Source: an optimization exercise on an open RTL-to-GDS flow (aim: small area). Production flows keep margins and buffers that such runs may drop. Where RTL was checked, it was by simulation tests only, not by an equivalence proof against the original. Only the layout flow was run in run 5; the RTL was not checked for function there. The clock port is modelled as an ideal driver; clocking choices that lean on that would not hold on a real chip. Power figures rest on the tool's default switching activity, not on a simulated workload.

[flow/config.mk]
export PLATFORM = sky130hd
export DESIGN_NAME = dropstick_corea
export DESIGN_NICKNAME = dropstick_corea
export VERILOG_FILES = /design/flow/design.v
export SDC_FILE = /design/flow/constraint.sdc
export NUM_CORES = 4
export LEC_CHECK = 0
export CAP_MARGIN = 20
export CORE_MARGIN = 2
export CORE_UTILIZATION = 40
export CTS_BUF_LIST = sky130_fd_sc_hd__clkbuf_8
export CTS_CLUSTER_SIZE = 30
export SLEW_MARGIN = 20
[flow/run.sh]
#!/bin/bash
# synth_recipe.tcl (not shown) runs the flow's synth.tcl, then flattens the netlist and writes it again
# the make line also repeats each setting of config.mk as NAME=value (left out here)
make -C /OpenROAD-flow-scripts/flow DESIGN_CONFIG=/design/flow/config.mk WORK_HOME=/design/flow/orfs CLKGATE_MAP_FILE= SYNTH_SCRIPT=/design/flow/synth_recipe.tcl finish
[flow/constraint.sdc]
create_clock -name core_clock -period 10.0 [get_ports {clk}]
set_input_delay 2.0000 -clock core_clock [delete_from_list [all_inputs] [get_ports {clk}]]
set_output_delay 2.0000 -clock core_clock [all_outputs]
set_load 0.01 [all_outputs]
[flow/design.v]
module apwm (
    input  wire        clk,
    input  wire        rst_n,
    input  wire        op_cfg,
    input  wire        op_start,
    input  wire        op_setduty,
    input  wire        op_irqen,
    input  wire        op_irqclr,
    input  wire [31:0] op_data,
    output wire        pwm_out,
    output wire        irq
);
    reg        cfgd, run;            
    reg        wrap_if, wrap_ie;
    reg [15:0] top, div, cc, pre_dn, ctr_dn, hi_dn;
    wire uninit = ~cfgd;
    wire run_n  = run | (cfgd & op_start);
    wire pre_end = (pre_dn == 16'd1);
    wire ctr_end = (ctr_dn == 16'd1);
    wire wrap   = run_n & pre_end & ctr_end;
    wire hi_nz  = (hi_dn != 16'd0);
    wire [15:0] top_n = uninit ? op_data[15:0]  : top;
    wire [15:0] div_n = uninit ? op_data[31:16] : div;
    wire [15:0] cc_n  = uninit ? 16'd0 : (op_setduty ? op_data[15:0] : cc);
    always @(posedge clk or negedge rst_n) begin
        if (!rst_n) begin
            cfgd    <= 1'b0;
            run     <= 1'b0;
            wrap_if <= 1'b0;
            wrap_ie <= 1'b0;
        end else begin
            if (uninit && op_cfg && op_data[15:0] != 16'd0 && op_data[31:16] != 16'd0)
                cfgd <= 1'b1;
            run <= run_n;
            if (op_irqen && cfgd)
                wrap_ie <= op_data[0];
            if (wrap)
                wrap_if <= 1'b1;
            else if (op_irqclr)
                wrap_if <= 1'b0;
        end
    end
    always @(posedge clk) begin
        top <= top_n;
        div <= div_n;
        cc  <= cc_n;
        if (!run_n || pre_end)
            pre_dn <= div_n;
        else
            pre_dn <= pre_dn - 16'd1;
        if (!run_n || (pre_end && ctr_end))
            ctr_dn <= top_n;
        else if (pre_end)
            ctr_dn <= ctr_dn - 16'd1;
        if (!run_n)
            hi_dn <= cc_n;
        else if (wrap)
            hi_dn <= cc;
        else if (pre_end && hi_nz)
            hi_dn <= hi_dn - 16'd1;
    end
    assign pwm_out = run & hi_nz;
    assign irq     = wrap_if & wrap_ie;
endmodule
module btn #(
    parameter HAS_PLAY = 1
) (
    input  wire       clk,
    input  wire       rst_n,
    input  wire       sample,
    input  wire       pin_n,
    input  wire       clear,
    output wire       edge_o,
    output wire       level,
    output wire       pressed,
    output wire [1:0] play
);
    reg s1, s2, level_r, pressed_r, paused;
    wire hit = sample & s2 & ~level_r;
    always @(posedge clk or negedge rst_n) begin
        if (!rst_n) begin
            s1        <= 1'b0;
            s2        <= 1'b0;
            level_r   <= 1'b0;
            pressed_r <= 1'b0;
            paused    <= 1'b0;
        end else begin
            if (sample) begin
                s2      <= s1;
                s1      <= ~pin_n;
                level_r <= s2;
            end
            if (hit)
                pressed_r <= 1'b1;
            else if (clear)
                pressed_r <= 1'b0;
            if (HAS_PLAY && hit)
                paused <= ~paused;
        end
    end
    assign edge_o  = hit;
    assign level   = level_r;
    assign pressed = pressed_r;
    assign play    = HAS_PLAY ? {paused, ~paused} : 2'd0;
endmodule
module core_irq (
    input  wire clk,
    input  wire rst_n,
    input  wire irq_in,
    input  wire op_wfi,
    input  wire op_csenter,
    input  wire op_csexit,
    input  wire cs_bit,
    input  wire op_irqret,
    output wire imask,
    output wire inh,
    output wire waiting
);
    reg imask_r, inh_r, waiting_r;
    wire entry = irq_in & ~imask_r & ~inh_r;
    always @(posedge clk or negedge rst_n) begin
        if (!rst_n) begin
            imask_r   <= 1'b0;
            inh_r     <= 1'b0;
            waiting_r <= 1'b0;
        end else begin
            if (op_csenter)
                imask_r <= 1'b1;
            else if (op_csexit)
                imask_r <= cs_bit;
            if (entry)
                inh_r <= 1'b1;
            else if (op_irqret && inh_r)
                inh_r <= 1'b0;
            if (op_wfi)
                waiting_r <= 1'b1;
            else if (op_irqret && inh_r)
                waiting_r <= 1'b0;
        end
    end
    assign imask   = imask_r;
    assign inh     = inh_r;
    assign waiting = waiting_r;
endmodule
module dropstick_corea (
    input  wire        clk,
    input  wire        rst_n,
    input  wire        op_cfg,
    input  wire        op_start,
    input  wire        op_setduty,
    input  wire        op_irqen,
    input  wire        op_irqclr,
    input  wire [31:0] op_data,
    output wire        pwm_out,
    output wire        irq,
    input  wire        btn0_pin_n,
    input  wire        btn0_sample,
    input  wire        btn0_clear,
    output wire        btn0_edge,
    output wire        btn0_level,
    output wire        btn0_pressed,
    output wire [1:0]  btn0_play,
    input  wire        btn1_pin_n,
    input  wire        btn1_sample,
    input  wire        btn1_clear,
    output wire        btn1_edge,
    output wire        btn1_level,
    output wire        btn1_pressed,
    input  wire        core_wfi,
    input  wire        core_csenter,
    input  wire        core_csexit,
    input  wire        core_cs_bit,
    input  wire        core_irqret,
    output wire        core_imask,
    output wire        core_inh,
    output wire        core_waiting
);
    wire [1:0] btn1_play_unused;
    apwm u_apwm (
        .clk(clk), .rst_n(rst_n),
        .op_cfg(op_cfg), .op_start(op_start), .op_setduty(op_setduty),
        .op_irqen(op_irqen), .op_irqclr(op_irqclr), .op_data(op_data),
        .pwm_out(pwm_out), .irq(irq)
    );
    btn #(.HAS_PLAY(1)) u_btn0 (
        .clk(clk), .rst_n(rst_n),
        .sample(btn0_sample), .pin_n(btn0_pin_n), .clear(btn0_clear),
        .edge_o(btn0_edge), .level(btn0_level), .pressed(btn0_pressed),
        .play(btn0_play)
    );
    btn #(.HAS_PLAY(0)) u_btn1 (
        .clk(clk), .rst_n(rst_n),
        .sample(btn1_sample), .pin_n(btn1_pin_n), .clear(btn1_clear),
        .edge_o(btn1_edge), .level(btn1_level), .pressed(btn1_pressed),
        .play(btn1_play_unused)
    );
    core_irq u_core (
        .clk(clk), .rst_n(rst_n), .irq_in(irq),
        .op_wfi(core_wfi), .op_csenter(core_csenter), .op_csexit(core_csexit),
        .cs_bit(core_cs_bit), .op_irqret(core_irqret),
        .imask(core_imask), .inh(core_inh), .waiting(core_waiting)
    );
endmodule
==> results of run 1 <==
[cell type report]
| type | count | area [um2] |
|---|---|---|
| fill | 1179 | 6520 |
| sequential | 112 | 2640 |
| multi-input combinational | 332 | 2310 |
| timing repair buffer | 66 | 651 |
| tap | 172 | 215 |
| clock buffer | 10 | 138 |
| inverter | 17 | 63.8 |
| clock inverter | 6 | 27.5 |
[sequential cells by signal, summed over array words and instances, names as in the netlist, 16 cells and up]
signal and flops:
u_apwm.cc 16, u_apwm.ctr_dn 16, u_apwm.div 16, u_apwm.hi_dn 16, u_apwm.pre_dn 16, u_apwm.top 16
[power by group through the flow]
stage                     registers, W  clock network, W  logic (W)
after floorplan               0.000561                 0  0.0000910
after global placement        0.000565                 0   0.000141
after detailed placement      0.000568                 0   0.000145
after CTS                     0.000558          0.000253   0.000146
after global routing          0.000565          0.000269   0.000158
final                         0.000558          0.000241   0.000143
[worst max-delay path, cell delays in order]
cell	delay [ns]
sky130_fd_sc_hd__clkdlybuf4s50_1	0.53
sky130_fd_sc_hd__nand2_1	0.10
sky130_fd_sc_hd__nor2_1	0.16
sky130_fd_sc_hd__clkdlybuf4s50_1	0.56
[Yosys cell counts (3+ instances only)]
master	instances	area [um2]
sky130_fd_sc_hd__nor4_1	15	93.8
sky130_fd_sc_hd__nor3b_1	3	22.5
sky130_fd_sc_hd__inv_1	17	63.8
sky130_fd_sc_hd__xnor2_1	30	263
sky130_fd_sc_hd__mux2_2	35	394
sky130_fd_sc_hd__dfrtp_1	16	400
sky130_fd_sc_hd__nor3_1	20	100
sky130_fd_sc_hd__mux2i_1	26	260
sky130_fd_sc_hd__a31oi_1	4	25.0
sky130_fd_sc_hd__nand2_1	23	86.3
sky130_fd_sc_hd__nor2b_1	17	106
sky130_fd_sc_hd__o22ai_1	3	18.8
sky130_fd_sc_hd__ha_1	5	62.6
sky130_fd_sc_hd__a21oi_1	31	155
sky130_fd_sc_hd__or4_1	7	52.6
sky130_fd_sc_hd__clkbuf_1	15	56.3
sky130_fd_sc_hd__xor2_1	10	87.6
sky130_fd_sc_hd__nor3_2	3	30.0
sky130_fd_sc_hd__nand3_1	3	15.0
sky130_fd_sc_hd__nor2_1	57	214
sky130_fd_sc_hd__a211oi_1	6	45.0
sky130_fd_sc_hd__edfxtp_1	32	961
sky130_fd_sc_hd__o21ai_0	10	50.1
sky130_fd_sc_hd__dfxtp_1	64	1280
[stage by stage]
stage / util / cell area [um2]
after floorplan: - / 5110
after global placement: 0.468 / 5890
after detailed placement: 0.468 / 5890
after CTS: 0.482 / 6050
after global routing: 0.482 / 6050
final: 0.482 / 6050
[layout by cell type (no fill, tap or decap), types with 2 or more instances in the layout]
cell                              Yosys  final
sky130_fd_sc_hd__a211oi_1             6      6
sky130_fd_sc_hd__a21oi_1             31     29
sky130_fd_sc_hd__a21oi_2              0      2
sky130_fd_sc_hd__a31oi_1              4      3
sky130_fd_sc_hd__buf_4                2      4
sky130_fd_sc_hd__clkbuf_8             0     10
sky130_fd_sc_hd__clkdlybuf4s50_1      0     62
sky130_fd_sc_hd__clkinv_2             0      2
sky130_fd_sc_hd__dfrtp_1             16     15
sky130_fd_sc_hd__dfxtp_1             64     64
sky130_fd_sc_hd__edfxtp_1            32     32
sky130_fd_sc_hd__ha_1                 5      5
sky130_fd_sc_hd__inv_1               17     20
sky130_fd_sc_hd__mux2_2              35     35
sky130_fd_sc_hd__mux2i_1             26     26
sky130_fd_sc_hd__nand2_1             23     23
sky130_fd_sc_hd__nand3_1              3      3
sky130_fd_sc_hd__nand4_1              2      2
sky130_fd_sc_hd__nor2_1              57     57
sky130_fd_sc_hd__nor2b_1             17     17
sky130_fd_sc_hd__nor3_1              20     20
sky130_fd_sc_hd__nor3_2               3      3
sky130_fd_sc_hd__nor3b_1              3      3
sky130_fd_sc_hd__nor4_1              15     15
sky130_fd_sc_hd__o21ai_0             10      9
sky130_fd_sc_hd__o21ai_1              1      2
sky130_fd_sc_hd__o22ai_1              3      3
sky130_fd_sc_hd__or3_1                2      2
sky130_fd_sc_hd__or4_1                7      7
sky130_fd_sc_hd__or4_4                2      2
sky130_fd_sc_hd__xnor2_1             30     30
sky130_fd_sc_hd__xor2_1              10     10
[routing by layer]
metal  track usage  share of wire
met1         0.211           0.47
met2         0.267           0.47
met3        0.0479          0.044
met4        0.0486          0.014
met5             0              0
[logic make-up after synthesis]
group | synth area share
AOI/OAI and AO/OA | 0.0707
xor gates and xnor gates | 0.0685
adders and majority gates | 0.0122
buffers and inverters | 0.0335
DFF | 0.517
muxes | 0.128
and+or+nand+nor | 0.170
[worst max path at each step]
stage          slack (ns)   endpoint   startpoint  cells past startpoint
6_report             4.65  btn0_edge  btn0_sample                      4
5_1_grt              4.58  btn0_edge  btn0_sample                      4
4_1_cts              4.63  btn0_edge  btn0_sample                      4
3_5_place_dp         4.63  btn0_edge  btn0_sample                      4
3_3_place_gp         4.66  btn0_edge  btn0_sample                      4
2_1_floorplan        5.72  btn0_edge  btn0_sample                      2
==> impl_metrics.csv, run 1 <==
group,metric,value,unit
worst_setup_path,worstPathArrival,3.35,ns
power_and_ir_drop,share_seq_of_total_power,0.592,
logic_synthesis,synth.yosys.seq_area_share,0.517,
global_route,grt_first_pass_wirelength,17.4,mm
die,floorplan.die.height,117,um
power_and_ir_drop,clock_power_share,0.256,
route,postRouteAntennaNets,0,
cts,tritoncts,"done",
final_layout,fin_cells,715,
power_and_ir_drop,comb_power_share,0.152,
worst_setup_path,worstPathRequired,8.00,ns
timing,fmaxAchievable,0.187,GHz
timing,aggregate_negative_setup_slack,0,ns
cts,cts_buffers,9,
cts,post_cts_resized,0,
timing,hold_viol,0,
global_route,grt_pass1_vias,3571,
route,dr.first_iter.drc_count,204,
timing,fin_hold_ws,0.482,ns
cts,clk_pin_slew,0.09,ns
die,core_region_area,0.0126,mm2
cts,cts_root_buf,"sky130_fd_sc_hd__clkbuf_8",
timing,final_max_slew_viols,0,
route,finalWirelength,10.6,mm
final_layout,layout-area-overhead-vs-synth,18.4,%
cts,cts.repair_timing.setup_buffer_count,0,
cts,cts-root-to-sink-buffers,2,
route,remaining_drc_errors,0,
logic_synthesis,synth-edff-count,32,
cts,htree_levels,3,
place,dp_worst_setup_slack,4.63,ns
die,dieWidth,117,um
global_route,overall_track_demand_over_capacity_in_global_routing,0.163,
cts,insertion_delay,0.38,ns
final_layout,nets,593,
logic_synthesis,syn-instance-count,483,
power_and_ir_drop,report.power.total,0.000942,W
route,via_count,3576,
min_path,hold_path_end,"u_apwm.top[14]$_DFF_P_",
worst_setup_path,setup.reg_to_reg.worst_slack,7.25,ns
route,drt_pass1_iterations,4,
cts,hold_buf_cts,0,
timing,final_ws_setup,4.65,ns
worst_setup_path,worst-r2r-cell-count,7,
die,std_cell_rows,41,
logic_synthesis,avgSynthCellArea,10.6,um2
timing,max-slew-margin-rel,0.262,
worst_setup_path,worst_setup_path_end_kind,"output port",
power_and_ir_drop,irDropWorstVdd,0.0793,mV
power_and_ir_drop,sw_frac_of_total,0.255,
logic_synthesis,net_count_of_the_mapped_netlist,538,
place,routability_cong,0.752,
run,timing.max_cap.violations,0,
min_path,min_path_cells,1,
power_and_ir_drop,p_switching,0.000240,W
timing,fin_worst_skew,0.00892,ns
route,dr_wl_cell,14.8,um
global_route,pin_count_of_the_biggest_net_entering_global_routing,52,
timing,layout_worst_path_cycle_share,0.535,
timing,rsz0062_at_grt,"no",
logic_synthesis,ys_async_rst_share,0.143,
route,viasPerCell,5.00,
timing,finalSetupViolCount,0,
die,start_util,0.407,
place,port_buffers,62,
worst_setup_path,r2r_start,"u_apwm.ctr_dn[1]$_DFFE_PP_",
die,floorplan.io_pins,63,
power_and_ir_drop,power_per_cell_area,156,mW/mm2
outcome,status,"timing/DRC/antenna clean",
logic_synthesis,yosys_warnings,4,
worst_setup_path,timing_worst_setup_path_type,"in2out",
power_and_ir_drop,power.leakage,2.25,nW
final_layout,antennaDiodeCount,0,
place,numPlacedInstances,699,
logic_synthesis,synth.distinct_cells,49,
place,hpwl,7.50,mm
power_and_ir_drop,internal_power,0.000701,W
worst_setup_path,timing.critical_path.fanout_max,4,
global_route,grt_overflow_total,0,
timing,period_minus_slack,5.35,ns
worst_setup_path,worst_r2r_endpoint,"u_apwm.hi_dn[3]$_DFFE_PP_",
logic_synthesis,ys_seq_elements,112,
timing,worst-slew-pin-transition,1.10,ns
logic_synthesis,synth.cell_area,0.00511,mm2
worst_setup_path,startpoint_type,"primary input",
global_route,grt_antenna_before_repair,0,
cts,clkSinkCount,112,
logic_synthesis,most_used_flip_flop_cell_after_synthesis,"sky130_fd_sc_hd__dfxtp_1",
final_layout,layout-drive-gt1-share,0.122,
die,floorplan.die_area,0.0137,mm2
min_path,hold_class,"reg2reg",
min_path,min-delay-start,"u_apwm.top[14]$_DFF_P_",
==> run 2, diff against run 1 <==
--- a/flow/config.mk
+++ b/flow/config.mk
@@ -8,6 +8,5 @@
 export CAP_MARGIN = 20
 export CORE_MARGIN = 2
 export CORE_UTILIZATION = 40
-export CTS_BUF_LIST = sky130_fd_sc_hd__clkbuf_8
-export CTS_CLUSTER_SIZE = 30
+export CTS_BUF_LIST = sky130_fd_sc_hd__clkbuf_4 sky130_fd_sc_hd__clkbuf_8
 export SLEW_MARGIN = 20
==> impl_metrics.csv, run 2 <==
group,metric,value,unit
die,core_region_area,0.0126,mm2
die,dieWidth,117,um
global_route,grt_antenna_before_repair,0,
route,viasPerCell,5.02,
final_layout,antennaDiodeCount,0,
cts,cts-root-to-sink-buffers,2,
run,timing.max_cap.violations,0,
logic_synthesis,synth.yosys.seq_area_share,0.517,
cts,tritoncts,"done",
place,routability_cong,0.752,
global_route,pin_count_of_the_biggest_net_entering_global_routing,52,
final_layout,layout-drive-gt1-share,0.127,
cts,insertion_delay,0.38,ns
worst_setup_path,worstPathArrival,3.35,ns
die,start_util,0.407,
outcome,status,"timing/DRC/antenna clean",
timing,finalSetupViolCount,0,
global_route,overall_track_demand_over_capacity_in_global_routing,0.164,
power_and_ir_drop,power_per_cell_area,157,mW/mm2
logic_synthesis,synth.top_cell.area_share,0.251,
cts,cts_root_buf,"sky130_fd_sc_hd__clkbuf_8",
logic_synthesis,synth-edff-count,32,
logic_synthesis,synth.cell_area,0.00511,mm2
timing,max-slew-margin-rel,0.256,
timing,rsz0062_at_grt,"no",
final_layout,final_common_cell,"sky130_fd_sc_hd__dfxtp_1",
route,via_count,3592,
logic_synthesis,yosys_warnings,4,
cts,post_cts_resized,0,
cts,cts.repair_timing.setup_buffer_count,0,
cts,htree_levels,3,
cts,hold_buf_cts,0,
cts,clk_pin_slew,0.09,ns
logic_synthesis,netlist.top_cell.by_area,"sky130_fd_sc_hd__dfxtp_1",
timing,layout_worst_path_cycle_share,0.535,
worst_setup_path,worstPathRequired,8.00,ns
logic_synthesis,net_count_of_the_mapped_netlist,538,
logic_synthesis,ys_seq_elements,112,
logic_synthesis,most_used_flip_flop_cell_after_synthesis,"sky130_fd_sc_hd__dfxtp_1",
cts,clkSinkCount,112,
place,placement.cell_area,0.00589,mm2
route,dr_wl_cell,14.8,um
worst_setup_path,timing_worst_setup_path_type,"in2out",
logic_synthesis,syn-instance-count,483,
route,drt_pass1_iterations,4,
route,finalWirelength,10.6,mm
logic_synthesis,yosys.cell_count.top_type,"sky130_fd_sc_hd__dfxtp_1",
die,floorplan.die_area,0.0137,mm2
timing,period_minus_slack,5.35,ns
global_route,grt_pass1_vias,3578,
timing,fmaxAchievable,0.187,GHz
die,std_cell_rows,41,
route,remaining_drc_errors,0,
place,port_buffers,62,
logic_synthesis,netlist_top_cells_count,"sky130_fd_sc_hd__dfxtp_1 (64), sky130_fd_sc_hd__nor2_1 (57), sky130_fd_sc_hd__mux2_2 (35), sky130_fd_sc_hd__edfxtp_1 (32), sky130_fd_sc_hd__a21oi_1 (31)",
logic_synthesis,synth_top_cells_by_area,"sky130_fd_sc_hd__dfxtp_1 (25%), sky130_fd_sc_hd__edfxtp_1 (19%), sky130_fd_sc_hd__dfrtp_1 (7.8%)",
worst_setup_path,r2r_start,"u_apwm.ctr_dn[1]$_DFFE_PP_",
die,floorplan.io_pins,63,
final_layout,nets,593,
min_path,min-delay-start,"u_apwm.top[14]$_DFF_P_",
logic_synthesis,synth.distinct_cells,49,
worst_setup_path,startpoint_type,"primary input",
logic_synthesis,ys_async_rst_share,0.143,
timing,hold_viol,0,
min_path,hold_class,"reg2reg",
timing,worst-slew-pin-transition,1.11,ns
final_layout,final_design_area_no_fill,0.00606,mm2
die,floorplan.die.height,117,um
worst_setup_path,timing.critical_path.fanout_max,4,
timing,final_max_slew_viols,0,
timing,fin_worst_skew,0.0104,ns
logic_synthesis,avgSynthCellArea,10.6,um2
place,hpwl,7.50,mm
power_and_ir_drop,report.power.total,0.000954,W
worst_setup_path,worst_setup_path_end_kind,"output port",
final_layout,layout_common_cells,"sky130_fd_sc_hd__dfxtp_1 (64), sky130_fd_sc_hd__clkdlybuf4s50_1 (62), sky130_fd_sc_hd__nor2_1 (57), sky130_fd_sc_hd__mux2_2 (35), sky130_fd_sc_hd__edfxtp_1 (32)",
cts,cts_buffers,9,
timing,aggregate_negative_setup_slack,0,ns
final_layout,layout-area-overhead-vs-synth,18.6,%
power_and_ir_drop,irDropWorstVdd,0.113,mV
worst_setup_path,critical_path.startpoint,"btn0_sample",
global_route,grt_first_pass_wirelength,17.4,mm
power_and_ir_drop,power.leakage,2.25,nW
global_route,grt_overflow_total,0,
route,dr.first_iter.drc_count,228,
route,postRouteAntennaNets,0,
## run 2: cell families after synthesis
family | after synthesis | synth area share
AO/OA/AOI/OAI | 62 | 0.0707
XOR/XNOR | 40 | 0.0685
adder cells (fa/ha/maj) | 5 | 0.0122
buffers and inverters | 39 | 0.0335
flip-flops | 112 | 0.517
multiplexers | 61 | 0.128
AND/OR/NAND/NOR | 164 | 0.170
## run 2: metrics by stage
step	util	hold slack [ns]	setup slack [ns]	cells
finish	0.482	0.482	4.65	715
global route	0.482	0.499	4.58	715
CTS	0.482	0.485	4.63	715
detailed placement	0.468	0.462	4.63	699
global placement	0.468	0.455	4.66	699
floorplan	-	0.450	5.72	483
## run 2: area by class of cell
cell class	instances	area, um2
clock buffers	13	160
clock inverters	3	16.3
fillers	1177	6500
inverters	17	63.8
multi-input cells	332	2310
flip-flops and latches	112	2640
well taps	172	215
repair buffers	66	651
## run 2: worst paths after layout
kind	end	slack [ns]	depth (start not counted)
setup reg to reg	u_apwm.hi_dn[3]$_DFFE_PP_	7.25	7
setup / recovery	btn0_edge	4.65	4
min in group asynchronous	u_btn1.s1$_DFFE_PN0P_	2.04	1
hold reg to reg	u_apwm.top[14]$_DFF_P_	0.48	1
max in group asynchronous	u_apwm.cfgd$_DFFE_PN0P_	7.47	1
hold / removal	u_apwm.top[14]$_DFF_P_	0.48	1
## run 2: worst max-delay path, stage by stage
cell                              delay, ns
sky130_fd_sc_hd__clkdlybuf4s50_1       0.53
sky130_fd_sc_hd__nand2_1               0.10
sky130_fd_sc_hd__nor2_1                0.16
sky130_fd_sc_hd__clkdlybuf4s50_1       0.56
## run 2: layer usage
metal / GRT usage / part of all wire
met1: 0.211 / 0.47
met2: 0.267 / 0.47
met3: 0.0479 / 0.044
met4: 0.0486 / 0.013
met5: 0 / 0
## run 2: power breakdown
group	switching (W)	internal [W]	leakage, nW
clock	0.000148	0.000106	0.0980
combinational	0.0000593	0.0000840	1.14
sequential	0.0000345	0.000523	1.01
==> run 3, diff against run 2 <==
--- a/flow/config.mk
+++ b/flow/config.mk
@@ -8,5 +8,4 @@
 export CAP_MARGIN = 20
 export CORE_MARGIN = 2
 export CORE_UTILIZATION = 40
-export CTS_BUF_LIST = sky130_fd_sc_hd__clkbuf_4 sky130_fd_sc_hd__clkbuf_8
 export SLEW_MARGIN = 20
==> impl_metrics.csv, run 3 <==
group,metric,value,unit
run,timing.max_cap.violations,0,
logic_synthesis,avgSynthCellArea,10.6,um2
cts,cts_root_buf,"sky130_fd_sc_hd__clkbuf_16",
power_and_ir_drop,comb_power_share,0.139,
timing,hold_viol,0,
route,drt_pass1_iterations,4,
worst_setup_path,worstPathArrival,3.35,ns
worst_setup_path,worst_setup_path_end_kind,"output port",
logic_synthesis,ys_seq_elements,112,
power_and_ir_drop,power_per_cell_area,168,mW/mm2
logic_synthesis,yosys.cell_count.top_type,"sky130_fd_sc_hd__dfxtp_1",
timing,fin_worst_skew,0.00614,ns
cts,clk_pin_slew,0.07,ns
route,via_count,3606,
final_layout,layout_common_cells,"sky130_fd_sc_hd__dfxtp_1 (64), sky130_fd_sc_hd__clkdlybuf4s50_1 (62), sky130_fd_sc_hd__nor2_1 (57), sky130_fd_sc_hd__mux2_2 (35), sky130_fd_sc_hd__edfxtp_1 (32)",
global_route,overall_track_demand_over_capacity_in_global_routing,0.165,
cts,post_cts_resized,0,
logic_synthesis,synth_top_cells_by_area,"sky130_fd_sc_hd__dfxtp_1 (25%), sky130_fd_sc_hd__edfxtp_1 (19%), sky130_fd_sc_hd__dfrtp_1 (7.8%)",
timing,fmaxAchievable,0.187,GHz
timing,max-slew-margin-rel,0.257,
outcome,status,"timing/DRC/antenna clean",
timing,aggregate_negative_setup_slack,0,ns
logic_synthesis,netlist.top_cell.by_area,"sky130_fd_sc_hd__dfxtp_1",
logic_synthesis,yosys_warnings,4,
route,dr.first_iter.drc_count,189,
logic_synthesis,ys_async_rst_share,0.143,
power_and_ir_drop,p_switching,0.000252,W
logic_synthesis,netlist_top_cells_count,"sky130_fd_sc_hd__dfxtp_1 (64), sky130_fd_sc_hd__nor2_1 (57), sky130_fd_sc_hd__mux2_2 (35), sky130_fd_sc_hd__edfxtp_1 (32), sky130_fd_sc_hd__a21oi_1 (31)",
logic_synthesis,most_used_flip_flop_cell_after_synthesis,"sky130_fd_sc_hd__dfxtp_1",
worst_setup_path,startpoint_type,"primary input",
logic_synthesis,synth.distinct_cells,49,
die,core_region_area,0.0126,mm2
die,dieWidth,117,um
cts,cts-root-to-sink-buffers,2,
global_route,grt_antenna_before_repair,0,
logic_synthesis,synth.yosys.seq_area_share,0.517,
logic_synthesis,net_count_of_the_mapped_netlist,538,
logic_synthesis,synth.cell_area,0.00511,mm2
cts,clkSinkCount,112,
global_route,pin_count_of_the_biggest_net_entering_global_routing,52,
die,floorplan.die.height,117,um
cts,htree_levels,3,
place,port_buffers,62,
final_layout,final_common_cell,"sky130_fd_sc_hd__dfxtp_1",
die,start_util,0.407,
power_and_ir_drop,clock_power_share,0.322,
cts,insertion_delay,0.35,ns
logic_synthesis,synth.top_cell.area_share,0.251,
final_layout,antennaDiodeCount,0,
cts,cts_buffers,9,
timing,worst-slew-pin-transition,1.11,ns
timing,finalSetupViolCount,0,
route,remaining_drc_errors,0,
worst_setup_path,timing_worst_setup_path_type,"in2out",
cts,tritoncts,"done",
worst_setup_path,worstPathRequired,8.00,ns
timing,period_minus_slack,5.35,ns
power_and_ir_drop,sw_frac_of_total,0.243,
timing,rsz0062_at_grt,"no",
final_layout,layout-drive-gt1-share,0.122,
global_route,grt_overflow_total,0,
die,floorplan.die_area,0.0137,mm2
route,finalWirelength,10.6,mm
timing,final_max_slew_viols,0,
route,viasPerCell,5.04,
logic_synthesis,synth-edff-count,32,
power_and_ir_drop,power.leakage,2.29,nW
logic_synthesis,syn-instance-count,483,
cts,hold_buf_cts,0,
min_path,hold_class,"reg2reg",
place,hpwl,7.50,mm
final_layout,nets,593,
place,routability_cong,0.752,
route,dr_wl_cell,14.9,um
power_and_ir_drop,share_seq_of_total_power,0.539,
timing,fin_hold_ws,0.476,ns
die,floorplan.io_pins,63,
die,std_cell_rows,41,
timing,layout_worst_path_cycle_share,0.535,
final_layout,postLayoutCoreUtil,0.490,
final_layout,layout-area-overhead-vs-synth,20.3,%
cts,cts.repair_timing.setup_buffer_count,0,
global_route,grt_first_pass_wirelength,17.6,mm
worst_setup_path,timing.critical_path.fanout_max,4,
route,postRouteAntennaNets,0,
global_route,grt_pass1_vias,3592,
power_and_ir_drop,internal_power,0.000783,W
power_and_ir_drop,irDropWorstVdd,0.109,mV
==> run 3: layout make-up <==
type | instances | area [um2]
clock buffers | 13 | 250
inverters | 17 | 63.8
flip-flops and latches | 112 | 2640
clock inverters | 3 | 16.3
multi-input cells | 332 | 2310
repair buffers | 66 | 651
well taps | 172 | 215
fillers | 1172 | 6410
==> run 3: cell families (layout without fill, tap and decap cells) <==
| kind of cell | count (synthesis) | count (layout) | share of synthesized area |
|---|---|---|---|
| adders and majority gates | 5 | 5 | 0.0122 |
| DFF | 112 | 112 | 0.517 |
| buffers and inverters | 39 | 99 | 0.0335 |
| xor gates and xnor gates | 40 | 40 | 0.0685 |
| muxes | 61 | 61 | 0.128 |
| AOI/OAI and AO/OA | 62 | 62 | 0.0707 |
| and+or+nand+nor | 164 | 164 | 0.170 |
==> run 3: critical path: stages <==
cell and delay (ns):
sky130_fd_sc_hd__clkdlybuf4s50_1 0.53, sky130_fd_sc_hd__nand2_1 0.10, sky130_fd_sc_hd__nor2_1 0.16, sky130_fd_sc_hd__clkdlybuf4s50_1 0.56
==> run 3: through the flow <==
step	cell area [um2]	instances	power, W	worst slack (ns)
4_1_cts	6150	715	0.00105	4.63
3_5_place_dp	5890	699	0.000713	4.63
3_3_place_gp	5890	699	0.000706	4.66
5_1_grt	6150	715	0.00109	4.58
6_report	6150	715	0.00103	4.65
2_1_floorplan	5110	483	0.000652	5.72
==> run 3: worst paths after layout <==
| kind | cells past startpoint | slack (ns) | from | end |
|---|---|---|---|---|
| max in group asynchronous | 1 | 7.43 | rst_n | u_apwm.cfgd$_DFFE_PN0P_ |
| hold reg to reg | 1 | 0.48 | u_apwm.top[6]$_DFF_P_ | u_apwm.top[6]$_DFF_P_ |
| hold / removal | 1 | 0.48 | u_apwm.top[6]$_DFF_P_ | u_apwm.top[6]$_DFF_P_ |
| min in group asynchronous | 1 | 2.08 | rst_n | u_btn1.s1$_DFFE_PN0P_ |
| setup reg to reg | 7 | 7.26 | u_apwm.ctr_dn[1]$_DFFE_PP_ | u_apwm.hi_dn[3]$_DFFE_PP_ |
| setup / recovery | 4 | 4.65 | btn0_sample | btn0_edge |
==> run 3: power groups by stage <==
stage / logic (W) / registers (W) / clock network (W)
after CTS: 0.000146 / 0.000558 / 0.000345
after global routing: 0.000159 / 0.000565 / 0.000363
after detailed placement: 0.000145 / 0.000568 / 0
after floorplan: 0.0000910 / 0.000561 / 0
final: 0.000143 / 0.000558 / 0.000334
after global placement: 0.000141 / 0.000565 / 0
==> run 3: layer usage <==
| metal | vias to the layer above | GRT usage | part of all wire |
|---|---|---|---|
| li1 | 1819 | - | - |
| met1 | 1712 | 0.214 | 0.47 |
| met2 | 62 | 0.269 | 0.47 |
| met3 | 13 | 0.0489 | 0.038 |
| met4 | 0 | 0.0518 | 0.015 |
| met5 | - | 0 | 0 |
==> run 4, diff against run 3 <==
==> flow/flow/run.sh (new file) <==
#!/bin/bash
# Own layout flow: the standard flow (standard.sh, which runs the standard
# synthesis unchanged), with
#  - the port buffers made of the smallest buffer cell instead of clkdlybuf4s50_1,
#  - a clock tree of clkbuf_8 without dummy loads,
#  - cells on paths with spare slack downsized after placement and after CTS.
# Each tool's full output goes to ORFS's own logs (orfs/logs/...) and to
# flow_standard.log in the work folder.
set -uo pipefail
here=$(cd "$(dirname "$0")" && pwd)
export BUFFER_PORTS_ARGS="-buffer_cell sky130_fd_sc_hd__buf_1"
export CTS_ARGS="-sink_clustering_enable -repair_clock_nets -buf_list sky130_fd_sc_hd__clkbuf_8 -dont_use_dummy_load"
export POST_RESIZE_TCL="$here/recover.tcl"
export POST_CTS_TCL="$here/recover.tcl"
bash standard.sh > flow_standard.log 2>&1
==> flow/flow/recover.tcl (new file) <==
# Downsize cells on paths with spare setup slack (area/power recovery).
repair_timing -recover_power 100 -verbose
==> flow/standard.sh (new file) <==
#!/bin/bash
# synth_recipe.tcl (not shown) runs the flow's synth.tcl, then flattens the netlist and writes it again
# the make line also repeats each setting of config.mk as NAME=value (left out here)
make -C /OpenROAD-flow-scripts/flow DESIGN_CONFIG=/design/flow/config.mk WORK_HOME=/design/flow/orfs CLKGATE_MAP_FILE= SYNTH_SCRIPT=/design/flow/synth_recipe.tcl "${@:-finish}"
removed: flow/run.sh
==> impl_metrics.csv, run 4 <==
group,metric,value,unit
route,dr.first_iter.drc_count,176,
die,floorplan.io_pins,63,
timing,max-slew-margin-rel,0.318,
logic_synthesis,yosys.cell_count.top_type,"sky130_fd_sc_hd__dfxtp_1",
worst_setup_path,worst_setup_path_end_kind,"output port",
logic_synthesis,yosys_warnings,4,
power_and_ir_drop,comb_power_share,0.135,
worst_setup_path,timing_worst_setup_path_type,"in2out",
route,dr_wl_cell,14.8,um
worst_setup_path,cpMostUsedCell,"sky130_fd_sc_hd__buf_1",
logic_synthesis,netlist_top_cells_count,"sky130_fd_sc_hd__dfxtp_1 (64), sky130_fd_sc_hd__nor2_1 (57), sky130_fd_sc_hd__mux2_2 (35), sky130_fd_sc_hd__edfxtp_1 (32), sky130_fd_sc_hd__a21oi_1 (31)",
timing,worst-slew-pin-transition,1.02,ns
power_and_ir_drop,share_seq_of_total_power,0.622,
global_route,grt_antenna_before_repair,0,
route,via_count,3609,
worst_setup_path,critical_path.slowest_cell,"sky130_fd_sc_hd__buf_1",
power_and_ir_drop,sw_frac_of_total,0.256,
final_layout,fill_cells,1215,
worst_setup_path,startpoint_type,"primary input",
worst_setup_path,worstPathRequired,8.00,ns
timing,fin_worst_skew,0.0277,ns
timing,rsz0062_at_grt,"no",
logic_synthesis,netlist.top_cell.by_area,"sky130_fd_sc_hd__dfxtp_1",
final_layout,layout_common_cells,"sky130_fd_sc_hd__dfxtp_1 (64), sky130_fd_sc_hd__buf_1 (59), sky130_fd_sc_hd__nor2_1 (57), sky130_fd_sc_hd__mux2_2 (35), sky130_fd_sc_hd__edfxtp_1 (32)",
worst_setup_path,maximum_cell_stage_delay_along_the_critical_path,0.17,ns
power_and_ir_drop,power.leakage,2.04,nW
die,floorplan.die.height,117,um
place,hpwl,7.56,mm
route,viasPerCell,5.09,
final_layout,final_common_cell,"sky130_fd_sc_hd__dfxtp_1",
global_route,grt_first_pass_wirelength,16.9,mm
timing,period_minus_slack,4.59,ns
route,finalWirelength,10.5,mm
logic_synthesis,avgSynthCellArea,10.6,um2
worst_setup_path,timing.critical_path.fanout_max,4,
place,port_buffers,62,
global_route,pin_count_of_the_biggest_net_entering_global_routing,52,
timing,final_max_slew_viols,0,
worst_setup_path,cell_type_group_with_the_largest_total_delay_on_the_critical_path,"buffers and inverters",
worst_setup_path,count_of_buffer_and_inverter_cells_on_the_critical_path,2,
global_route,overall_track_demand_over_capacity_in_global_routing,0.160,
outcome,status,"timing/DRC/antenna clean",
worst_setup_path,worstPathArrival,2.59,ns
logic_synthesis,net_count_of_the_mapped_netlist,538,
logic_synthesis,ys_seq_elements,112,
min_path,hold_class,"reg2reg",
logic_synthesis,synth.cell_area,0.00511,mm2
logic_synthesis,syn-instance-count,483,
route,drt_pass1_iterations,4,
timing,hold_viol,0,
timing,layout_worst_path_cycle_share,0.459,
power_and_ir_drop,clock_power_share,0.243,
cts,clkSinkCount,112,
final_layout,sequential_cell_area,0.00264,mm2
logic_synthesis,synth.yosys.seq_area_share,0.517,
route,remaining_drc_errors,0,
place,routability_cong,0.808,
final_layout,antennaDiodeCount,0,
die,dieWidth,117,um
final_layout,layout-drive-gt1-share,0.110,
power_and_ir_drop,power_per_cell_area,160,mW/mm2
route,postRouteAntennaNets,0,
logic_synthesis,ys_async_rst_share,0.143,
die,std_cell_rows,41,
power_and_ir_drop,internal_power,0.000666,W
run,timing.max_cap.violations,0,
power_and_ir_drop,irDropWorstVdd,0.0797,mV
final_layout,nets,594,
cts,clk_pin_slew,0.08,ns
worst_setup_path,cp_cell_sequence,"buf_1 > nand2_1 > nor2_1 > buf_1",
die,floorplan.die_area,0.0137,mm2
timing,finalSetupViolCount,0,
final_layout,postLayoutCoreUtil,0.446,
final_layout,multiInputGateArea,0.00230,mm2
power_and_ir_drop,p_switching,0.000229,W
cts,insertion_delay,0.38,ns
global_route,grt_overflow_total,0,
timing,aggregate_negative_setup_slack,0,ns
die,core_region_area,0.0126,mm2
logic_synthesis,synth.top_cell.area_share,0.251,
logic_synthesis,synth.distinct_cells,49,
global_route,grt_pass1_vias,3483,
logic_synthesis,synth-edff-count,32,
logic_synthesis,most_used_flip_flop_cell_after_synthesis,"sky130_fd_sc_hd__dfxtp_1",
cts,tritoncts,"done",
timing,fmaxAchievable,0.218,GHz
die,start_util,0.407,
logic_synthesis,synth_top_cells_by_area,"sky130_fd_sc_hd__dfxtp_1 (25%), sky130_fd_sc_hd__edfxtp_1 (19%), sky130_fd_sc_hd__dfrtp_1 (7.8%)",
final_layout,layout-area-overhead-vs-synth,9.57,%
==> run 4: power groups by stage <==
stage                logic, W  registers, W  clock network, W
floorplan           0.0000910      0.000561                 0
global placement     0.000119      0.000564                 0
detailed placement   0.000122      0.000567                 0
global route         0.000137      0.000563          0.000243
finish               0.000121      0.000557          0.000217
==> run 4: final cells by class <==
| class | instances | share of cell area |
|---|---|---|
| sequential | 112 | 0.472 |
| tap | 172 | 0.0384 |
| multi-input combinational | 332 | 0.410 |
| clock buffer | 9 | 0.0221 |
| inverter | 17 | 0.0114 |
| timing repair buffer | 67 | 0.0458 |
==> run 4: worst reg2reg max path, stage by stage (launching register included) <==
cell	delay, ns
sky130_fd_sc_hd__dfrtp_2	1.06
sky130_fd_sc_hd__a21oi_2	0.09
sky130_fd_sc_hd__clkbuf_2	0.40
sky130_fd_sc_hd__a21oi_2	0.22
sky130_fd_sc_hd__clkbuf_2	0.51
sky130_fd_sc_hd__inv_1	0.52
==> run 4: metrics by stage <==
step	hold WS (ns)	instances	worst slack, ns	power (W)	area (um2)
after floorplan	0.450	483	5.72	0.000652	5110
after global placement	0.458	700	5.43	0.000683	5510
after detailed placement	0.459	700	4.88	0.000689	5470
after global routing	0.490	709	5.30	0.000944	5600
final	0.478	709	5.41	0.000894	5600
==> run 4: path summary, 6_finish.rpt <==
check / startpoint / to / slack, ns / cells past startpoint
max reg2reg: u_apwm.cfgd$_DFFE_PN0P_ / u_apwm.ctr_dn[3]$_DFFE_PP_ / 6.82 / 5
min in group asynchronous: rst_n / u_btn1.level_r$_DFFE_PN0P_ / 1.68 / 1
max in group asynchronous: rst_n / u_apwm.cfgd$_DFFE_PN0P_ / 7.75 / 1
min: u_apwm.top[15]$_DFF_P_ / u_apwm.top[15]$_DFF_P_ / 0.48 / 1
min reg2reg: u_apwm.top[15]$_DFF_P_ / u_apwm.top[15]$_DFF_P_ / 0.48 / 1
max: btn0_sample / btn0_edge / 5.41 / 4
==> run 4: kinds of logic (layout without fill, tap and decap cells) <==
kind of cell	after synthesis	count (layout)	share of synthesized area
flops	112	112	0.517
compound gates	62	62	0.0707
fa+ha+maj	5	5	0.0122
simple gates	164	164	0.170
xor+xnor	40	40	0.0685
buf+inv	39	93	0.0335
mux	61	61	0.128
==> run 4: metal layers <==
layer  part of all wire  vias to the layer above  GRT usage
met3              0.050                        9     0.0520
met2               0.47                       67      0.267
met5                  0                        -          0
met1               0.47                     1730      0.203
li1                   -                     1803          -
met4              0.011                        0     0.0400
==> run 5, diff against run 4 <==
--- a/flow/design.v
+++ b/flow/design.v
@@ -19,6 +19,22 @@
     wire ctr_end = (ctr_dn == 16'd1);
     wire wrap   = run_n & pre_end & ctr_end;
     wire hi_nz  = (hi_dn != 16'd0);
+    wire [15:0] pre_dec, ctr_dec, hi_dec;
+    wire [16:0] bp, bc, bh;
+    assign bp[0] = 1'b1;
+    assign bc[0] = pre_end;
+    assign bh[0] = pre_end & hi_nz;
+    genvar i;
+    generate
+        for (i = 0; i < 16; i = i + 1) begin : g_dec
+            assign pre_dec[i] = pre_dn[i] ^ bp[i];
+            assign bp[i+1]    = bp[i] & ~pre_dn[i];
+            assign ctr_dec[i] = ctr_dn[i] ^ bc[i];
+            assign bc[i+1]    = bc[i] & ~ctr_dn[i];
+            assign hi_dec[i]  = hi_dn[i] ^ bh[i];
+            assign bh[i+1]    = bh[i] & ~hi_dn[i];
+        end
+    endgenerate
     wire [15:0] top_n = uninit ? op_data[15:0]  : top;
     wire [15:0] div_n = uninit ? op_data[31:16] : div;
     wire [15:0] cc_n  = uninit ? 16'd0 : (op_setduty ? op_data[15:0] : cc);
@@ -47,17 +63,17 @@
         if (!run_n || pre_end)
             pre_dn <= div_n;
         else
-            pre_dn <= pre_dn - 16'd1;
+            pre_dn <= pre_dec;
         if (!run_n || (pre_end && ctr_end))
             ctr_dn <= top_n;
-        else if (pre_end)
-            ctr_dn <= ctr_dn - 16'd1;
+        else
+            ctr_dn <= ctr_dec;
         if (!run_n)
             hi_dn <= cc_n;
         else if (wrap)
             hi_dn <= cc;
-        else if (pre_end && hi_nz)
-            hi_dn <= hi_dn - 16'd1;
+        else
+            hi_dn <= hi_dec;
     end
     assign pwm_out = run & hi_nz;
     assign irq     = wrap_if & wrap_ie;
==> impl_metrics.csv, run 5 <==
group,metric,value,unit
timing,hold_viol,0,
run,timing.max_cap.violations,0,
route,via_count,3422,
route,dr.first_iter.drc_count,102,
global_route,grt_first_pass_wirelength,16.3,mm
die,floorplan.io_pins,63,
die,floorplan.die.height,116,um
logic_synthesis,ys_async_rst_share,0.143,
timing,final_max_slew_viols,0,
global_route,grt_antenna_before_repair,0,
die,std_cell_rows,40,
power_and_ir_drop,power_per_cell_area,176,mW/mm2
route,drt_pass1_iterations,4,
final_layout,layout-area-overhead-vs-synth,9.51,%
place,routability_cong,0.811,
logic_synthesis,synth.yosys.seq_area_share,0.465,
logic_synthesis,synth-edff-count,0,
worst_setup_path,worstPathRequired,10.27,ns
power_and_ir_drop,power.leakage,2.48,nW
cts,clk_pin_slew,0.11,ns
place,hpwl,7.58,mm
worst_setup_path,cpMostUsedCell,"sky130_fd_sc_hd__ha_1",
worst_setup_path,timing.critical_path.fanout_max,23,
die,core_region_area,0.0121,mm2
timing,fin_hold_ws,0.474,ns
global_route,grt_overflow_total,0,
final_layout,layout_common_cells,"sky130_fd_sc_hd__dfxtp_1 (96), sky130_fd_sc_hd__inv_1 (71), sky130_fd_sc_hd__buf_1 (59), sky130_fd_sc_hd__mux2_2 (49), sky130_fd_sc_hd__ha_1 (45)",
worst_setup_path,worst_setup_path_end_kind,"register",
cts,tritoncts,"done",
worst_setup_path,timing_worst_setup_path_type,"reg2reg",
logic_synthesis,synth.cell_area,0.00500,mm2
timing,aggregate_negative_setup_slack,0,ns
timing,layout_worst_path_cycle_share,0.497,
global_route,grt_pass1_vias,3391,
timing,fmaxAchievable,0.201,GHz
timing,final_ws_setup,5.03,ns
logic_synthesis,syn-instance-count,474,
global_route,overall_track_demand_over_capacity_in_global_routing,0.157,
power_and_ir_drop,irDropWorstVdd,0.0744,mV
outcome,status,"timing/DRC/antenna clean",
place,numPlacedInstances,683,
die,dieWidth,116,um
route,viasPerCell,4.94,
logic_synthesis,synth_top_cells_by_area,"sky130_fd_sc_hd__dfxtp_1 (38%), sky130_fd_sc_hd__ha_1 (11%), sky130_fd_sc_hd__mux2_2 (11%)",
logic_synthesis,yosys_warnings,4,
logic_synthesis,net_count_of_the_mapped_netlist,569,
min_path,hold_class,"reg2reg",
cts,insertion_delay,0.39,ns
route,remaining_drc_errors,0,
place,port_buffers,62,
final_layout,fin_cells,693,
logic_synthesis,ys_seq_elements,112,
worst_setup_path,maximum_cell_stage_delay_along_the_critical_path,0.33,ns
place,dp_worst_setup_slack,3.31,ns
final_layout,nets,622,
logic_synthesis,avgSynthCellArea,10.5,um2
timing,period_minus_slack,4.97,ns
logic_synthesis,yosys.cell_count.top_type,"sky130_fd_sc_hd__dfxtp_1",
logic_synthesis,most_used_flip_flop_cell_after_synthesis,"sky130_fd_sc_hd__dfxtp_1",
logic_synthesis,netlist.top_cell.by_area,"sky130_fd_sc_hd__dfxtp_1",
worst_setup_path,cp_cell_sequence,"inv_1 > ha_1 > nor4b_2 > nand4_2 > buf_4 > a41oi_1 > ha_1 > ha_1 > ha_1 > ha_1 > ha_1 > ha_1 > ha_1 > ha_1 > ha_1 > ha_1 > ha_1 > ha_1 > ha_1 > ha_1 > ha_1 > xnor2_1 > o211ai_1 > o311a_1",
timing,rsz0062_at_grt,"no",
die,start_util,0.413,
route,finalWirelength,10.1,mm
logic_synthesis,synth.top_cell.area_share,0.384,
final_layout,layout-drive-gt1-share,0.139,
logic_synthesis,synth.distinct_cells,41,
cts,clkSinkCount,112,
min_path,min-delay-start,"u_apwm.top[7]$_DFF_P_",
worst_setup_path,critical_path.slowest_cell,"sky130_fd_sc_hd__dfxtp_1",
final_layout,postLayoutCoreUtil,0.452,
timing,worst-slew-pin-transition,1.07,ns
timing,max-slew-margin-rel,0.285,
final_layout,final_common_cell,"sky130_fd_sc_hd__dfxtp_1",
final_layout,antennaDiodeCount,0,
die,floorplan.die_area,0.0134,mm2
global_route,pin_count_of_the_biggest_net_entering_global_routing,52,
worst_setup_path,critical_path.startpoint,"u_apwm.pre_dn[1]$_DFF_P_",
route,postRouteAntennaNets,0,
worst_setup_path,r2r_start,"u_apwm.pre_dn[1]$_DFF_P_",
worst_setup_path,worstPathArrival,5.24,ns
worst_setup_path,startpoint_type,"register",
logic_synthesis,netlist_top_cells_count,"sky130_fd_sc_hd__dfxtp_1 (96), sky130_fd_sc_hd__inv_1 (71), sky130_fd_sc_hd__mux2_2 (49), sky130_fd_sc_hd__ha_1 (45), sky130_fd_sc_hd__a21oi_1 (32)",
timing,finalSetupViolCount,0,
timing,fin_worst_skew,0.0332,ns
route,dr_wl_cell,14.5,um
-- run 5: cell types whose count changed in the layout (fill, tap and decap cells not counted), sizes merged, moves of 9 or more --
cell / before / now
edfxtp: 32 / 0
mux2: 35 / 51
nor3: 23 / 5
a311oi: 0 / 11
dfxtp: 64 / 96
ha: 5 / 45
nand2: 23 / 8
nor2: 57 / 15
inv: 17 / 71
xor2: 10 / 1
nor4: 16 / 28
or4: 9 / 0
xnor2: 30 / 3
-- run 5: final cells by class --
cell class	count	area, um2
flip-flops and latches	112	2320
fillers	1213	6640
multi-input cells	266	2280
inverters	72	270
well taps	168	210
clock buffers	9	124
repair buffers	66	264
-- run 5: cell families after synthesis --
family,after synthesis,share of synthesized area
AND/OR/NAND/NOR,82,0.0976
flip-flops,112,0.465
XOR/XNOR,4,0.00701
multiplexers,69,0.151
AO/OA/AOI/OAI,66,0.0879
buffers and inverters,96,0.0793
adder cells (fa/ha/maj),45,0.113
-- run 5: routing by layer --
metal / share of wire / global-route usage
met2: 0.50 / 0.265
met5: 0 / 0
met4: 0.012 / 0.0563
met3: 0.022 / 0.0303
met1: 0.47 / 0.201
-- run 5: critical path, delay by kind of cell (launching register included) --
kind                     cells  cell delay (ns)
adder cells (fa/ha/maj)     16             3.18
AND/OR/NAND/NOR              2             0.44
buffers and inverters        2             0.39
AO/OA/AOI/OAI                3             0.35
flip-flops                   1             0.33
XOR/XNOR                     1             0.14
-- run 5: path summary, 6_finish.rpt --
kind,slack (ns),cells past startpoint,end
min in group asynchronous,1.69,1,u_apwm.run$_DFF_PN0_
min reg2reg,0.47,1,u_apwm.top[7]$_DFF_P_
max,5.03,24,u_apwm.hi_dn[15]$_DFF_P_
min,0.47,1,u_apwm.top[7]$_DFF_P_
max in group asynchronous,7.75,1,u_apwm.cfgd$_DFFE_PN0P_
max reg2reg,5.03,24,u_apwm.hi_dn[15]$_DFF_P_
-- run 5: through the flow --
step / instance area, um2 / total power (W)
after global placement: 5340 / 0.000753
final: 5470 / 0.000962
after detailed placement: 5320 / 0.000762
after global routing: 5470 / 0.00103
after floorplan: 5000 / 0.000705
-- run 5: power breakdown --
| part | total [W] | switching [W] | internal (W) |
|---|---|---|---|
| clock | 0.000214 | 0.000133 | 0.0000812 |
| combinational | 0.000171 | 0.0000856 | 0.0000859 |
| sequential | 0.000576 | 0.0000435 | 0.000533 |
| total | 0.000962 | 0.000262 | 0.000700 |
==> run 6, diff against run 5 <==
--- a/flow/design.v
+++ b/flow/design.v
@@ -12,32 +12,29 @@
 );
     reg        cfgd, run;            
     reg        wrap_if, wrap_ie;
-    reg [15:0] top, div, cc, pre_dn, ctr_dn, hi_dn;
+    reg [15:0] top, div, cc, cc_act, pre, ctr;
     wire uninit = ~cfgd;
     wire run_n  = run | (cfgd & op_start);
-    wire pre_end = (pre_dn == 16'd1);
-    wire ctr_end = (ctr_dn == 16'd1);
-    wire wrap   = run_n & pre_end & ctr_end;
-    wire hi_nz  = (hi_dn != 16'd0);
-    wire [15:0] pre_dec, ctr_dec, hi_dec;
-    wire [16:0] bp, bc, bh;
-    assign bp[0] = 1'b1;
-    assign bc[0] = pre_end;
-    assign bh[0] = pre_end & hi_nz;
+    wire [15:0] pre_inc, ctr_inc, pre_ne, ctr_ne;
+    wire [16:0] cp, cc_c, lt;
+    wire pre_end;
+    assign cp[0]   = 1'b1;
+    assign cc_c[0] = pre_end;
+    assign lt[0]   = 1'b0;
     genvar i;
     generate
-        for (i = 0; i < 16; i = i + 1) begin : g_dec
-            assign pre_dec[i] = pre_dn[i] ^ bp[i];
-            assign bp[i+1]    = bp[i] & ~pre_dn[i];
-            assign ctr_dec[i] = ctr_dn[i] ^ bc[i];
-            assign bc[i+1]    = bc[i] & ~ctr_dn[i];
-            assign hi_dec[i]  = hi_dn[i] ^ bh[i];
-            assign bh[i+1]    = bh[i] & ~hi_dn[i];
+        for (i = 0; i < 16; i = i + 1) begin : g_bit
+            assign pre_inc[i] = pre[i] ^ cp[i];
+            assign cp[i+1]    = pre[i] & cp[i];
+            assign pre_ne[i]  = pre_inc[i] ^ div[i];
+            assign ctr_inc[i] = ctr[i] ^ cc_c[i];
+            assign cc_c[i+1]  = ctr[i] & cc_c[i];
+            assign ctr_ne[i]  = ctr_inc[i] ^ top[i];
+            assign lt[i+1]    = (~ctr[i] & cc_act[i]) | (~ctr[i] & lt[i]) | (cc_act[i] & lt[i]);
         end
     endgenerate
-    wire [15:0] top_n = uninit ? op_data[15:0]  : top;
-    wire [15:0] div_n = uninit ? op_data[31:16] : div;
-    wire [15:0] cc_n  = uninit ? 16'd0 : (op_setduty ? op_data[15:0] : cc);
+    assign pre_end = ~|pre_ne;
+    wire   wrap    = run_n & pre_end & ~|ctr_ne;
     always @(posedge clk or negedge rst_n) begin
         if (!rst_n) begin
             cfgd    <= 1'b0;
@@ -57,25 +54,17 @@
         end
     end
     always @(posedge clk) begin
-        top <= top_n;
-        div <= div_n;
-        cc  <= cc_n;
-        if (!run_n || pre_end)
-            pre_dn <= div_n;
-        else
-            pre_dn <= pre_dec;
-        if (!run_n || (pre_end && ctr_end))
-            ctr_dn <= top_n;
-        else
-            ctr_dn <= ctr_dec;
-        if (!run_n)
-            hi_dn <= cc_n;
-        else if (wrap)
-            hi_dn <= cc;
-        else
-            hi_dn <= hi_dec;
-    end
-    assign pwm_out = run & hi_nz;
+        if (uninit) begin
+            top <= op_data[15:0];
+            div <= op_data[31:16];
+        end
+        cc  <= uninit ? 16'd0 : (op_setduty ? op_data[15:0] : cc);
+        pre <= (!run_n || pre_end) ? 16'd0 : pre_inc;
+        ctr <= (!run_n || wrap) ? 16'd0 : ctr_inc;
+        if (!run || wrap)
+            cc_act <= cc;
+    end
+    assign pwm_out = run & lt[16];
     assign irq     = wrap_if & wrap_ie;
 endmodule
 module btn #(
--- a/flow/flow/run.sh
+++ b/flow/flow/run.sh
@@ -9,7 +9,7 @@
 set -uo pipefail
 here=$(cd "$(dirname "$0")" && pwd)
 export BUFFER_PORTS_ARGS="-buffer_cell sky130_fd_sc_hd__buf_1"
-export CTS_ARGS="-sink_clustering_enable -repair_clock_nets -buf_list sky130_fd_sc_hd__clkbuf_8 -dont_use_dummy_load"
+export CTS_ARGS="-sink_clustering_enable -repair_clock_nets -buf_list sky130_fd_sc_hd__clkbuf_16 -sink_clustering_size 60 -sink_clustering_max_diameter 300 -dont_use_dummy_load"
 export POST_RESIZE_TCL="$here/recover.tcl"
 export POST_CTS_TCL="$here/recover.tcl"
 bash standard.sh > flow_standard.log 2>&1
==> impl_metrics.csv, run 6 <==
group,metric,value,unit
logic_synthesis,yosys.area_share.simple,0.133,
global_route,overall_track_demand_over_capacity_in_global_routing,0.148,
timing,worst-slew-pin-transition,0.877,ns
worst_setup_path,timing_worst_setup_path_type,"reg2reg",
route,remaining_drc_errors,0,
final_layout,postLayoutCoreUtil,0.458,
route,dr.first_iter.drc_count,85,
logic_synthesis,ys_async_rst_share,0.143,
logic_synthesis,largest_family_of_logic_cells_by_synthesized_area,"simple AND/OR/NAND/NOR gates",
die,floorplan.die_area,0.0125,mm2
place,port_buffers,62,
route,via_count,2738,
global_route,grt_antenna_before_repair,0,
worst_setup_path,worst_r2r_endpoint,"u_apwm.cc_act[2]$_DFFE_PP_",
final_layout,final_design_area_no_fill,0.00521,mm2
die,floorplan.io_pins,63,
place,routability_cong,0.758,
route,viasPerCell,4.83,
global_route,grt_pass1_vias,2885,
final_layout,layout-area-overhead-vs-synth,12.1,%
die,std_cell_rows,39,
min_path,hold_class,"reg2reg",
logic_synthesis,most_used_flip_flop_cell_after_synthesis,"sky130_fd_sc_hd__edfxtp_1",
logic_synthesis,synth-edff-count,48,
logic_synthesis,netlist.top_cell.by_area,"sky130_fd_sc_hd__edfxtp_1",
worst_setup_path,worstPathArrival,8.46,ns
worst_setup_path,maximum_cell_stage_delay_along_the_critical_path,0.62,ns
worst_setup_path,startpoint_type,"register",
logic_synthesis,net_count_of_the_mapped_netlist,436,
place,dp_worst_setup_slack,1.51,ns
timing,max-slew-margin-rel,0.415,
final_layout,layout-drive-gt1-share,0.0660,
power_and_ir_drop,power.leakage,2.04,nW
power_and_ir_drop,irDropWorstVdd,0.142,mV
logic_synthesis,synth.cell_area,0.00465,mm2
min_path,min_path_cells,0,
global_route,pin_count_of_the_biggest_net_entering_global_routing,34,
worst_setup_path,setup.reg_to_reg.worst_slack,1.51,ns
logic_synthesis,syn-instance-count,357,
cts,clk_pin_slew,0.06,ns
logic_synthesis,synth_compound_area_frac,0.0447,
die,start_util,0.409,
place,placement.cell_area,0.00498,mm2
final_layout,fin_cells,567,
worst_setup_path,timing.critical_path.fanout_max,16,
place,hpwl,6.48,mm
logic_synthesis,avgSynthCellArea,13.0,um2
die,floorplan.die.height,112,um
timing,rsz0062_at_grt,"no",
logic_synthesis,synth.distinct_cells,47,
logic_synthesis,synth_xor_area_frac,0.0659,
cts,tritoncts,"done",
final_layout,layout_common_cells,"sky130_fd_sc_hd__buf_1 (61), sky130_fd_sc_hd__dfxtp_1 (48), sky130_fd_sc_hd__edfxtp_1 (48), sky130_fd_sc_hd__xnor2_1 (34), sky130_fd_sc_hd__ha_1 (29)",
final_layout,antennaDiodeCount,0,
die,dieWidth,112,um
worst_setup_path,critical_path.slowest_cell,"sky130_fd_sc_hd__nand2_1",
route,finalWirelength,8.65,mm
min_path,min-delay-start,"u_apwm.cc[4]$_SDFFE_PN0P_",
final_layout,final_common_cell,"sky130_fd_sc_hd__buf_1",
worst_setup_path,worst-r2r-cell-count,38,
outcome,status,"timing/DRC/antenna clean",
timing,hold_viol,0,
logic_synthesis,synth_top_cells_by_area,"sky130_fd_sc_hd__edfxtp_1 (31%), sky130_fd_sc_hd__dfxtp_1 (21%), sky130_fd_sc_hd__dfrtp_1 (8.6%)",
logic_synthesis,synth.yosys.seq_area_share,0.603,
final_layout,nets,505,
route,dr_wl_cell,15.3,um
logic_synthesis,post_synth_fa_ha_maj_area_fraction,0.0823,
cts,clkSinkCount,112,
worst_setup_path,worst_setup_path_end_kind,"register",
timing,fmaxAchievable,0.118,GHz
die,core_region_area,0.0114,mm2
logic_synthesis,synth.top_cell.area_share,0.310,
place,numPlacedInstances,558,
min_path,hold_path_end,"u_apwm.cc_act[4]$_DFFE_PP_",
timing,final_ws_setup,1.51,ns
route,drt_pass1_iterations,4,
timing,layout_worst_path_cycle_share,0.849,
cts,insertion_delay,0.36,ns
logic_synthesis,netlist_top_cells_count,"sky130_fd_sc_hd__dfxtp_1 (48), sky130_fd_sc_hd__edfxtp_1 (48), sky130_fd_sc_hd__xnor2_1 (34), sky130_fd_sc_hd__ha_1 (29), sky130_fd_sc_hd__nor2_1 (22)",
global_route,grt_overflow_total,0,
logic_synthesis,muxShareOfSynthArea,0.0460,
power_and_ir_drop,power_per_cell_area,176,mW/mm2
timing,period_minus_slack,8.49,ns
route,postRouteAntennaNets,0,
timing,fin_worst_skew,0.0197,ns
run,timing.max_cap.violations,0,
global_route,grt_first_pass_wirelength,14.3,mm
worst_setup_path,cpMostUsedCell,"sky130_fd_sc_hd__ha_1",
timing,aggregate_negative_setup_slack,0,ns
worst_setup_path,r2r_start,"u_apwm.pre[0]$_SDFF_PP0_",
final_layout,fill_cells,1057,
logic_synthesis,yosys_warnings,4,
logic_synthesis,ys_seq_elements,112,
worst_setup_path,worstPathRequired,9.98,ns
timing,finalSetupViolCount,0,
timing,final_max_slew_viols,0,
==> run 6: cell count changes after synthesis, moves of 16 or more <==
cell                       delta
sky130_fd_sc_hd__inv_1       -51
sky130_fd_sc_hd__dfxtp_1     -48
sky130_fd_sc_hd__edfxtp_1    +48
sky130_fd_sc_hd__mux2_2      -46
sky130_fd_sc_hd__xnor2_1     +31
sky130_fd_sc_hd__a21oi_1     -29
sky130_fd_sc_hd__nor4_1      -18
sky130_fd_sc_hd__and2_1      +17
sky130_fd_sc_hd__ha_1        -16
==> run 6: stage by stage <==
step	hold slack (ns)	total power (W)
2_1_floorplan	0.408	0.000596
3_3_place_gp	0.417	0.000624
5_1_grt	0.444	0.000960
3_5_place_dp	0.417	0.000626
6_report	0.437	0.000917
==> run 6: kinds of logic after synthesis <==
kind of cell | Yosys count
flops | 112
compound gates | 26
xor+xnor | 35
buf+inv | 27
mux | 21
simple gates | 105
fa+ha+maj | 31
==> run 6: worst max-delay path by stage <==
stage	slack [ns]	to	start	depth (start not counted)
floorplan	2.09	u_apwm.cc_act[0]$_DFFE_PP_	u_apwm.pre[0]$_SDFF_PP0_	38
global placement	1.55	u_apwm.cc_act[8]$_DFFE_PP_	u_apwm.pre[0]$_SDFF_PP0_	38
detailed placement	1.51	u_apwm.ctr[12]$_SDFF_PP0_	u_apwm.pre[0]$_SDFF_PP0_	38
global route	0.92	u_apwm.cc_act[3]$_DFFE_PP_	u_apwm.pre[0]$_SDFF_PP0_	38
finish	1.51	u_apwm.cc_act[2]$_DFFE_PP_	u_apwm.pre[0]$_SDFF_PP0_	38
==> run 6: layer usage <==
layer,part of all wire,up-vias,global-route usage
met4,0.017,0,0.0502
met3,0.041,13,0.0506
met2,0.49,39,0.248
met5,0,-,0
li1,-,1392,-
met1,0.45,1294,0.178
==> run 6: area by class of cell <==
class                   count  area [um2]  share of cell area
flip-flops and latches    112        2800               0.538
multi-input cells         218        1680               0.323
repair buffers             64         243              0.0466
clock buffers               9         225              0.0432
well taps                 143         179              0.0343
inverters                  21        78.8              0.0151
==> run 6: power by group <==
group,total [W],switching [W],leakage [nW],internal [W]
Clock,0.000302,0.000143,0.111,0.000159
Sequential,0.000518,0.0000120,1.01,0.000506
Combinational,0.0000965,0.0000486,0.916,0.0000479
==> run 6: worst max-delay path: cells and delay by family (launching register included) <==
kind | cells | cell delay, ns
fa+ha+maj | 29 | 5.88
xor+xnor | 3 | 0.59
flops | 1 | 0.33
simple gates | 6 | 1.32

[separate check: timing with driven ports]
In the flow no input, the clock included, has a driving cell. The finished layouts below were timed again as built, in two steps. Step 1: set_driving_cell puts a clkbuf_16 on clk and a buf_2 on each other input, an assumption about the parent block. Step 2 also shifts input and output timing later by t, the mid clock arrival at the registers, as if the neighbouring blocks saw the same clock. a / b / c = ideal ports / drivers / drivers and shift; a / b = the first two.
| run | t (ns) | setup WS [ns] | hold WS [ns] |
|---|---|---|---|
| run 1 | 0.408 | 4.650 / 4.629 / 4.629 | 0.482 / 0.482 / 0.482 |
| run 2 | 0.410 | 4.650 / 4.629 / 4.629 | 0.482 / 0.482 / 0.482 |
| run 3 | 0.385 | 4.650 / 4.629 / 4.629 | 0.476 / 0.476 / 0.476 |
| run 4 | 0.404 | 5.411 / 5.389 / 5.389 | 0.478 / 0.478 / 0.478 |
| run 5 | 0.398 | 5.035 / 5.035 / 5.035 | 0.474 / 0.474 / 0.474 |
| run 6 | 0.382 | 1.513 / 1.513 / 1.513 | 0.437 / 0.437 / 0.437 |
After both steps every run listed still meets setup and hold. For run 4, which loses most, drivers alone change the setup slack by -0.022 ns; drivers and shift together by -0.022 ns.
